This is an optimization exercise on Yosys and OpenROAD, whose aim is a short achievable clock period and few clock cycles, not a production implementation.
At most, simulation tests tie the RTL to the original design; equivalence was not proved.
The clock port is modelled as an ideal driver, which makes a skipped or thinned clock tree look cheaper than it is; a real chip needs a root buffer or a tree.
Power figures rest on the tool's default switching activity, not on a simulated workload.

Design ssq_symdec, start of the top module:
module ssq_symdec (
    input  wire        clk,
    input  wire        rst,
    input  wire        in_valid,
    output wire        in_ready,
    input  wire [7:0]  in_data,
    input  wire        in_last,
    output reg         out_valid,
    input  wire        out_ready,
    output reg  [7:0]  out_data,
    output reg         out_last,
    output reg  [1:0]  out_err,
    output reg  [15:0] out_err_pos,
    output reg  [7:0]  out_err_val,
    output reg  [2:0]  out_pad
);
    localparam ERR_NONE = 2'd0;
    localparam ERR_SDEC = 2'd1;
    localparam ERR_CDEC = 2'd2;
    localparam EV_NONE  = 2'd0;
    localparam EV_SDEC  = 2'd1;   
    localparam EV_CEND  = 2'd2;   
    localparam EV_CNEXT = 2'd3;   
    localparam DEPTH  = 12;       
    localparam RDEPTH = 4;        
    localparam RS     = DEPTH + 1;
    localparam RQS    = RDEPTH + 1;
    localparam IW    = 13;        
    localparam RW    = 26;        
    reg        in_ready_r;  
    reg        ir_n;        
    reg        c_v;
    reg [7:0]  c_data;
    reg        c_last;
    assign in_ready = in_ready_r;
    always @(posedge clk) begin
        c_v    <= in_valid && !ir_n && !rst;
        c_data <= in_data;
        c_last <= in_last;
    end
    wire [5:0] cls;         
    assign cls[0] = (c_data == 8'h2A);
    assign cls[1] = (c_data == 8'h25);
    assign cls[2] = (c_data == 8'h24);
    assign cls[3] = (c_data == 8'h23);
  ...
Size in the first run: ~53 I/O pins, ~0.030 mm^2 of cells after synthesis.
Settings: LEC_CHECK=0, CAP_MARGIN=20, CORE_MARGIN=2, CORE_UTILIZATION=65, SETUP_SLACK_MARGIN=3.5, SLEW_MARGIN=20; clock period 5.0 ns.
standard.sh (not shown) runs the stock make flow with config.mk's settings and CLKGATE_MAP_FILE= SYNTH_SCRIPT=/design/flow/synth_recipe.tcl, a recipe that flattens the netlist after the stock synthesis.
==> flow/flow/run.sh <==
#!/bin/bash
# Standard layout, except that:
#  - the port buffers are buf_4 (the resizer sizes them later), and
#  - the clock tree is built by flow/tree.tcl (a two-level tree of clkbuf_16)
#    in place of clock_tree_synthesis.
# Each step's output goes to a log file of its own in this folder.
set -euo pipefail
here=$(pwd)
ports="BUFFER_PORTS_ARGS=-buffer_cell sky130_fd_sc_hd__buf_4"

bash standard.sh synth > log_1_synth.txt 2>&1
bash standard.sh "$ports" place > log_2_place.txt 2>&1

# ORFS's scripts with cts.tcl swapped for ours, used for the CTS step only
rm -rf "$here/cts_scripts"
cp -r "$FLOW_HOME/scripts" "$here/cts_scripts"
cp "$here/flow/cts.tcl" "$here/cts_scripts/cts.tcl"
FLOW_TREE_TCL="$here/flow/tree.tcl" bash standard.sh "$ports" do-4_1_cts do-4_cts \
  SCRIPTS_DIR="$here/cts_scripts" > log_3_cts.txt 2>&1

bash standard.sh "$ports" finish > log_4_finish.txt 2>&1
Other scripts of this flow, unchanged in this note and not shown: flow/flow/cts.tcl, flow/flow/tree.tcl
Edit:
--- a/flow/design.v
+++ b/flow/design.v
@@ -300,51 +300,57 @@
             q2_rec_v <= q_rec_v;
             q3_v     <= q2_v;
             q3_rec_v <= q2_rec_v;
         end
     end
     reg [IW-1:0]    fq [0:RS-1];
     reg [RS-1:0]    f_wp;       
     reg [RS-1:0]    f_rp;       
     reg [DEPTH:0]   f_tot;      
     reg             pop_d;      
+    reg [DEPTH-1:0] f_mcnt;     
     reg [IW-1:0]    h;          
     reg             hv;
     wire            pop;
-    wire f_mempty = |(f_wp & f_rp);
+    wire f_mempty = !f_mcnt[0];
     wire to_h   = q3_v && f_mempty && (!hv || pop);
     wire to_m   = q3_v && !to_h;
     wire from_m = pop && !f_mempty;
     reg [IW-1:0] f_out;         
     integer j;
     always @(*) begin
         f_out = {IW{1'b0}};
         for (j = 0; j < RS; j = j + 1)
             f_out = f_out | (fq[j] & {IW{f_rp[j]}});
     end
     always @(posedge clk) begin
         for (j = 0; j < RS; j = j + 1)
             if (f_wp[j])
                 fq[j] <= q3_item;
         h <= ({IW{from_m}} & f_out) | ({IW{to_h}} & q3_item) | ({IW{!from_m && !to_h}} & h);
         if (rst) begin
             f_wp   <= {{(RS-1){1'b0}}, 1'b1};
             f_rp   <= {{(RS-1){1'b0}}, 1'b1};
             f_tot  <= {(DEPTH+1){1'b0}};
+            f_mcnt <= {DEPTH{1'b0}};
             pop_d  <= 1'b0;
             hv     <= 1'b0;
         end else begin
             if (to_m)
                 f_wp <= {f_wp[RS-2:0], f_wp[RS-1]};
             if (from_m)
                 f_rp <= {f_rp[RS-2:0], f_rp[RS-1]};
             pop_d <= pop;
+            if (to_m && !from_m)
+                f_mcnt <= {f_mcnt[DEPTH-2:0], 1'b1};
+            else if (from_m && !to_m)
+                f_mcnt <= {1'b0, f_mcnt[DEPTH-1:1]};
             if (q3_v && !pop_d)
                 f_tot <= {f_tot[DEPTH-1:0], 1'b1};
             else if (pop_d && !q3_v)
                 f_tot <= {1'b0, f_tot[DEPTH:1]};
             hv <= pop ? (!f_mempty || q3_v) : (hv || q3_v);
         end
     end
     reg [RW-1:0]     rq [0:RQS-1];
     reg [RQS-1:0]    rq_wp;     
     reg [RQS-1:0]    rq_rp;     
Worst setup slack gains 0.086 ns.
Wire length climbs by 1.7%.
Utilization climbs by 0.15 points.
Final area climbs by 1.0%.
Die area climbs by 1.8%.
Hold slack loses 0.016 ns.
Critical path depth climbs by 3.
Via count climbs by 1.9%.
Clock skew drops by 0.0049 ns.
Global-route usage drops by 0.25 points.
Power climbs by 0.47%.
Sequential cell count climbs by 12.
Testbench counts after the change, summed over its fixed seeds: cycles 69,251.
No functional check of the RTL was part of the first run of this note. No run of this note takes its clock network from TritonCTS; it comes from the design's own scripts or RTL.

separate check: timing with driven ports:
The flow's constraints put no driver on any port. The routed layouts listed below were extracted and timed again, unchanged, in two steps.
Step 1 assumes that a clkbuf_16 drives the clock port and a buf_2 every other input.
Step 2, shift: input delay + t, output delay - t, t = (earliest + latest rising clock arrival at the registers) / 2. This alone moves slack from input paths to output paths.
a / b / c = ideal ports / drivers / drivers and shift; a / b = the first two.
| run | t, ns | setup WS [ns] | slew at the worst register clock pin (ns) |
|---|---|---|---|
| the first run | 0.520 | 3.020 / 3.001 / 2.877 | 0.10 / 0.10 |
| the second run | 0.517 | 3.106 / 2.995 / 3.048 | 0.10 / 0.10 |
After both steps setup and hold are still met in every run listed. The setup slack of the first run, which loses most, moves by -0.019 ns with the drivers and by -0.143 ns with both steps.
